From an optimization exercise on the open Yosys and OpenROAD flow, aimed at small area and few clock cycles per item; shortcuts taken in it are not production practice.

## tundra
## gf16_clmul_chunk
module gf16_clmul_chunk #(
    parameter        LANES = 8,
    parameter [16:0] POLY  = 17'h1100B
) (
    input  wire                  clk,
    input  wire                  rst,
    input  wire                  in_valid,
    output wire                  in_ready,
    input  wire [15:0]           in_scalar,
    input  wire                  in_acc,
    input  wire [LANES-1:0]      in_mask,
    input  wire [16*LANES-1:0]   in_src,
    input  wire [16*LANES-1:0]   in_dst,
    output wire                  out_valid,
    input  wire                  out_ready,
    output wire [16*LANES-1:0]   out_data,
    output wire [LANES-1:0]      out_mask
);
    reg                 out_valid_q;
    reg [16*LANES-1:0]  out_data_q;
    reg [LANES-1:0]     out_mask_q;
    assign in_ready = !out_valid_q || out_ready;
    wire [255:0] cols;
    wire [127:0] colp;
    gf16_cols #(.POLY(POLY)) u_cols (.s(in_scalar), .c(cols), .cp(colp));
    wire ld = in_ready;
    wire ea = ld & in_acc;
    wire eq = !ld;
    wire [16*LANES-1:0] lane_res;
    genvar g;
    generate
        for (g = 0; g < LANES; g = g + 1) begin : lane
            gf16_mul u_mul (
                .a  (in_src[16*g +: 16]),
                .ld (ld),
                .c  (cols),
                .cp (colp),
                .ea (ea),
                .d  (in_dst[16*g +: 16]),
                .eq (eq),
                .q  (out_data_q[16*g +: 16]),
                .p  (lane_res[16*g +: 16])
            );
        end
    endgenerate
    always @(posedge clk) begin
        if (rst) begin
            out_valid_q <= 1'b0;
        end else if (in_valid && in_ready) begin
            out_valid_q <= 1'b1;
        end else if (out_ready) begin
            out_valid_q <= 1'b0;
        end
    end
    always @(posedge clk) begin
        out_data_q <= lane_res;
        if (in_valid && in_ready)
            out_mask_q <= in_mask;
    end
    assign out_valid = out_valid_q;
    assign out_data  = out_data_q;
    assign out_mask  = out_mask_q;
endmodule
Size: roughly 3000 cells after synthesis, ~140 flip-flops.
clock: 5.0 ns
lec_check: 0
cap_margin: 20
cell_pad_in_sites_global_placement: 1
core_margin: 2
core_utilization: 35
slew_margin: 20
synth_hierarchical: 1
synth_minimum_keep_size: 0
standard.sh (not shown) runs the stock make flow with config.mk's settings and CLKGATE_MAP_FILE= SYNTH_SCRIPT=/design/flow/synth_recipe.tcl, a recipe that flattens the netlist after the stock synthesis.
==> flow/flow/run.sh <==
#!/bin/bash
# Own layout flow: the standard layout (standard.sh), with an area-only
# ABC script in synthesis, minimum-size port buffers, and extra space beside
# each a222oi_1 in detailed placement. Every tool's output goes to the logs
# under orfs/logs and to flow_make.log here.
set -euo pipefail
WORK=$(pwd)
export FLOW_WORK=$WORK
export FLOW_ABC_SCRIPT=$WORK/flow/area.abc
export BUFFER_PORTS_ARGS="-buffer_cell sky130_fd_sc_hd__buf_1"
export PRE_DETAIL_PLACE_TCL=$WORK/flow/pad.tcl
bash standard.sh SYNTH_SCRIPT=$WORK/flow/synth.tcl finish > $WORK/flow_make.log 2>&1
==> flow/flow/area.abc <==
strash
&get -n
&st
&dch
&nf -R 1000
&put
==> flow/flow/pad.tcl <==
# Keep space beside every a222oi_1 so the router can reach its six inputs.
set_placement_padding -masters [get_lib_cells sky130_fd_sc_hd__a222oi_1] -left 2 -right 2
==> flow/flow/synth.tcl <==
# The standard synthesis (synth_recipe.tcl), with one change: ABC maps
# with an area-only script (flow/area.abc) instead of ORFS's speed script,
# which buffers and upsizes cells for a delay target the design meets anyway.
# Registers are mapped before ABC runs, so they are the standard ones.
proc abc {args} {
  set i [lsearch -exact $args -script]
  if { $i >= 0 } {
    set args [lreplace $args $i [expr { $i + 1 }] -script $::env(FLOW_ABC_SCRIPT)]
  }
  yosys abc {*}$args
}
source $::env(FLOW_WORK)/synth_recipe.tcl
tundra: it failed with a tool error in detailed placement (3_5_place_dp), so there are no final results.
Relative to tundra, the following input files were edited for quartz:
Settings: clearing CELL_PAD_IN_SITES_GLOBAL_PLACEMENT, which used to be 1; swapping 35 for 40 in CORE_UTILIZATION.
-- flow/flow/run.sh --
<<< tundra, line 3
# ABC script in synthesis, minimum-size port buffers, and extra space beside
# each a222oi_1 in detailed placement. Every tool's output goes to the logs
# under orfs/logs and to flow_make.log here.
>>> quartz, line 3
# ABC script in synthesis and minimum-size port buffers. Every tool's output
# goes to the logs under orfs/logs and to flow_make.log here.
<<< tundra, line 11
export PRE_DETAIL_PLACE_TCL=$WORK/flow/pad.tcl
>>> quartz, line 10
-- flow/flow/synth.tcl --
<<< tundra, line 3
# which buffers and upsizes cells for a delay target the design meets anyway.
# Registers are mapped before ABC runs, so they are the standard ones.
>>> quartz, line 3
# which buffers and upsizes cells for a delay target the design meets anyway,
# and without a222oi_1, whose six in-line input pins the detailed router
# cannot reach when many of them sit close together. Registers are mapped
# before ABC runs, so they are the standard ones.
<<< tundra, line 10
  yosys abc {*}$args
>>> quartz, line 12
  yosys abc {*}$args -dont_use sky130_fd_sc_hd__a222oi_1
removed: flow/flow/pad.tcl
--- outcome ---
- Looking at the logs for tundra and quartz, the single run that did not finish was tundra.
- Sequential fraction of the synthesis area: quartz vs tundra down 1.3 points
- Re count of input and output buffers: no difference whatsoever between quartz and tundra.
- Row complex-gate fraction of the synthesized area: quartz higher / tundra lower
- Relative to tundra, the gate count of the mapped netlist of quartz is higher by 1024.
- [compare] base=tundra new=quartz: count of flip-flops with a built-in enable after synthesis closely matched the old numbers, number of distinct library cells after synthesis increased by 1 relative to the old numbers.
- Net count of the mapped netlist was lower in tundra than in quartz.
- Higher fraction of the mapped netlist area in simple logic gates was reported by tundra, not quartz.
- The area after synthesis number comes out higher for quartz vs tundra.
- | overall die width | quartz vs tundra | ≈ equal |
Inputs modified between quartz and juniper:
Settings: putting MIN_ROUTING_LAYER at met2 where nothing was set; swapping 40 for 50 in CORE_UTILIZATION.
==> flow/flow/synth.tcl <==
# The standard synthesis (synth_recipe.tcl), with one change: ABC maps
# with an area-only script (flow/area.abc) instead of ORFS's speed script,
# which buffers and upsizes cells for a delay target the design meets anyway.
# Registers are mapped before ABC runs, so they are the standard ones.
proc abc {args} {
  set i [lsearch -exact $args -script]
  if { $i >= 0 } {
    set args [lreplace $args $i [expr { $i + 1 }] -script $::env(FLOW_ABC_SCRIPT)]
  }
  yosys abc {*}$args
}
source $::env(FLOW_WORK)/synth_recipe.tcl
[summary]
- juniper: it failed with a tool error in global routing (5_1_grt), so there are no final results.
- juniper vs quartz, cell area reported after detailed placement went down by about 13%.
- When juniper is measured against quartz, its number of nets in the synthesized netlist turns out 1024 lower.
- Against quartz, juniper reports a proportion of synthesized chip area in sequential cells that is higher.
- Going from quartz to juniper, detailed placer's ending HPWL lower; simple logic cell fraction of the synthesized area higher; number of instances in the synthesized netlist lower.
- Taking quartz as the reference, in juniper placer congestion estimate rose by 19%, area of the mapped netlist fell by 3800 um^2, initial core utilization rose by 10 points.
Function was not checked in any run of this note: the RTL went through the layout flow alone.

-- re-timing with driven ports --
The flow's constraints put no driver on any port. The routed layout listed below was extracted and timed again, unchanged, in two steps. Step 1 assumes that a clkbuf_16 drives the clock port and a buf_2 every other input. Step 2 adds t to the input delays and takes it off the output delays; t is the mean of the earliest and latest rising clock arrival at the registers after step 1. Input paths then give back, and output paths get back, about the clock's delay inside the block. a / b / c = ideal ports / drivers / drivers and shift; a / b = the first two.
run: quartz
t, ns: 0.544
slack for setup (ns): 0.172 / 0.213 / -0.331
clock arrival spread, ns: 0.032 / 0.032
With both steps, setup timing fails in quartz, where it was met with ideal ports. For quartz, drivers alone change the setup slack by +0.041 ns; drivers and shift together by -0.503 ns.
